What follows belongs to an exercise in optimizing a design on an open flow for small area; a production flow would make more cautious choices. Function was checked by simulation only, so behaviour that the tests miss may differ from the original. Power and IR drop assume default switching activity.

## pisb_sense
module pisb_sense (
    input  wire        clk,
    input  wire        rst,
    input  wire        start,
    input  wire [11:0] raw,
    output wire        ready,
    output wire        done,
    output wire [31:0] v,
    output wire [31:0] rawc,
    output reg  [31:0] filtc,
    output wire [31:0] filtf,
    output wire        led,
    output reg  [5:0]  cursor,
    output reg         filled
);
Size: roughly 1,600 cells after synthesis, roughly 150 I/O pins.
Settings: LEC_CHECK=0, CAP_MARGIN=20, CORE_MARGIN=2, CORE_UTILIZATION=70, CTS_CLUSTER_DIAMETER=100, CTS_CLUSTER_SIZE=27, SLEW_MARGIN=20; clock period 25.0 ns.
standard.sh (not shown) runs the stock make flow with config.mk's settings and CLKGATE_MAP_FILE= SYNTH_SCRIPT=/design/flow/synth_recipe.tcl, a recipe that flattens the netlist after the stock synthesis.
==> flow/flow/run.sh <==
#!/bin/bash
# Layout flow: the standard ORFS flow (standard.sh) with three changes.
#  1. Synthesis maps the logic with an area-oriented ABC script
#     (flow/abc_area.script).  ORFS's scripts folder is copied and only its
#     abc_speed.script is replaced; the yosys passes, the registers, the
#     flattening and renaming of synth_recipe.tcl stay as they are, and all
#     later steps run the same ORFS scripts.
#  2. Input and output ports are buffered with the smallest buffer cell
#     (sky130_fd_sc_hd__buf_1).
#  3. Clock tree synthesis clusters up to 27 sinks within 100 um per leaf
#     buffer and inserts no dummy loads.
# The make output goes to layout.log; each ORFS step keeps its own log
# under orfs/logs/.
set -euo pipefail
cd "$(dirname "$0")/.."
WORK="$PWD"
rm -rf "$WORK/scripts_area"
cp -r "$FLOW_HOME/scripts" "$WORK/scripts_area"
cp "$WORK/flow/abc_area.script" "$WORK/scripts_area/abc_speed.script"
export BUFFER_PORTS_ARGS="-buffer_cell sky130_fd_sc_hd__buf_1"
export CTS_ARGS="-sink_clustering_enable -repair_clock_nets -sink_clustering_size 27 -sink_clustering_max_diameter 100 -dont_use_dummy_load"
bash standard.sh SCRIPTS_DIR="$WORK/scripts_area" "${1:-finish}" > layout.log 2>&1
==> flow/flow/abc_area.script <==
&get -n
&st
&dch
&nf -a -p -C 32 -F 8 -A 8 -R 1000
&st
&syn2
&if -g -K 6
&synch2
&nf -a -p -C 32 -F 8 -A 8 -R 1000
&st
&dch -f
&nf -a -p -C 32 -F 8 -A 8 -R 1000
&st
&syn2
&dch -f
&nf -a -p -C 32 -F 8 -A 8 -R 1000
&st
&dch -f
&nf -a -p -C 32 -F 8 -A 8 -R 1000
&st
&syn4
&dch -f
&nf -a -p -C 32 -F 8 -A 8 -R 1000
&st
&syn4
&dch -f
&nf -a -p -C 32 -F 8 -A 8 -R 1000
&st
&syn4
&dch -f
&nf -a -p -C 32 -F 8 -A 8 -R 1000
&put
The starting point passed the timing, DRC and antenna checks.
Change:
--- a/flow/flow/run.sh
+++ b/flow/flow/run.sh
@@ -9,3 +9,3 @@
 #     (sky130_fd_sc_hd__buf_1).
-#  3. Clock tree synthesis clusters up to 27 sinks within 100 um per leaf
+#  3. Clock tree synthesis clusters up to 22 sinks within 80 um per leaf
 #     buffer and inserts no dummy loads.
@@ -20,3 +20,3 @@
 export BUFFER_PORTS_ARGS="-buffer_cell sky130_fd_sc_hd__buf_1"
-export CTS_ARGS="-sink_clustering_enable -repair_clock_nets -sink_clustering_size 27 -sink_clustering_max_diameter 100 -dont_use_dummy_load"
+export CTS_ARGS="-sink_clustering_enable -repair_clock_nets -sink_clustering_size 22 -sink_clustering_max_diameter 80 -dont_use_dummy_load"
 bash standard.sh SCRIPTS_DIR="$WORK/scripts_area" "${1:-finish}" > layout.log 2>&1
- CTS_CLUSTER_DIAMETER: 100 -> 80
- CTS_CLUSTER_SIZE: 27 -> 22
Effect: Clock-buffer cell count increases by 7. Wire length decreases by 1.3%. Utilization climbs by 0.63 points. Global-route usage shrinks by 0.62 points. Power came out higher by about 2.3%. Design area came out higher by 0.82%.
Change:
--- a/flow/flow/run.sh
+++ b/flow/flow/run.sh
@@ -9,3 +9,3 @@
 #     (sky130_fd_sc_hd__buf_1).
-#  3. Clock tree synthesis clusters up to 22 sinks within 80 um per leaf
+#  3. Clock tree synthesis clusters up to 25 sinks within 100 um per leaf
 #     buffer and inserts no dummy loads.
@@ -20,3 +20,3 @@
 export BUFFER_PORTS_ARGS="-buffer_cell sky130_fd_sc_hd__buf_1"
-export CTS_ARGS="-sink_clustering_enable -repair_clock_nets -sink_clustering_size 22 -sink_clustering_max_diameter 80 -dont_use_dummy_load"
+export CTS_ARGS="-sink_clustering_enable -repair_clock_nets -sink_clustering_size 25 -sink_clustering_max_diameter 100 -dont_use_dummy_load"
 bash standard.sh SCRIPTS_DIR="$WORK/scripts_area" "${1:-finish}" > layout.log 2>&1
- CTS_CLUSTER_DIAMETER: 80 -> 100
- CTS_CLUSTER_SIZE: 22 -> 25
Cell area falls by about 0.55%.
Final cell count is about the same.
Wire length barely changes.
Synthesized area is unchanged.
Synthesized cell count does not change.
Utilization falls by 0.43 points.
Die area does not change.

==> afterwards: timing with drivers on the ports <==
The results above use ideal ports. As a check the final layouts listed here were re-extracted and re-timed, cells and wires unchanged.
Step 1 sets driving cells, clkbuf_16 on the clock port and buf_2 on the other inputs (assumed; they add their load-dependent delay and slew).
Step 2 times the ports against the registers' clock, not the clock port: input delays grow and output delays shrink by t, the midpoint of the rising clock arrivals with the driver on.
a / b / c = no drivers / after step 1 / after step 2; a / b = the first two.
| run | t, ns | setup slack, ns | latest minus earliest clock arrival (ns) | worst register clock-pin slew, ns | pins driven straight from the clock port |
|---|---|---|---|---|---|
| the first run | 0.626 | 4.814 / 4.814 / 4.814 | 0.076 / 0.076 | 0.11 / 0.11 | 1 |
| the second run | 0.591 | 4.903 / 4.903 / 4.903 | 0.068 / 0.068 | 0.10 / 0.10 | 1 |
| the third run | 0.637 | 4.776 / 4.776 / 4.776 | 0.095 / 0.095 | 0.11 / 0.11 | 1 |
After both steps setup and hold are still met in every run listed.
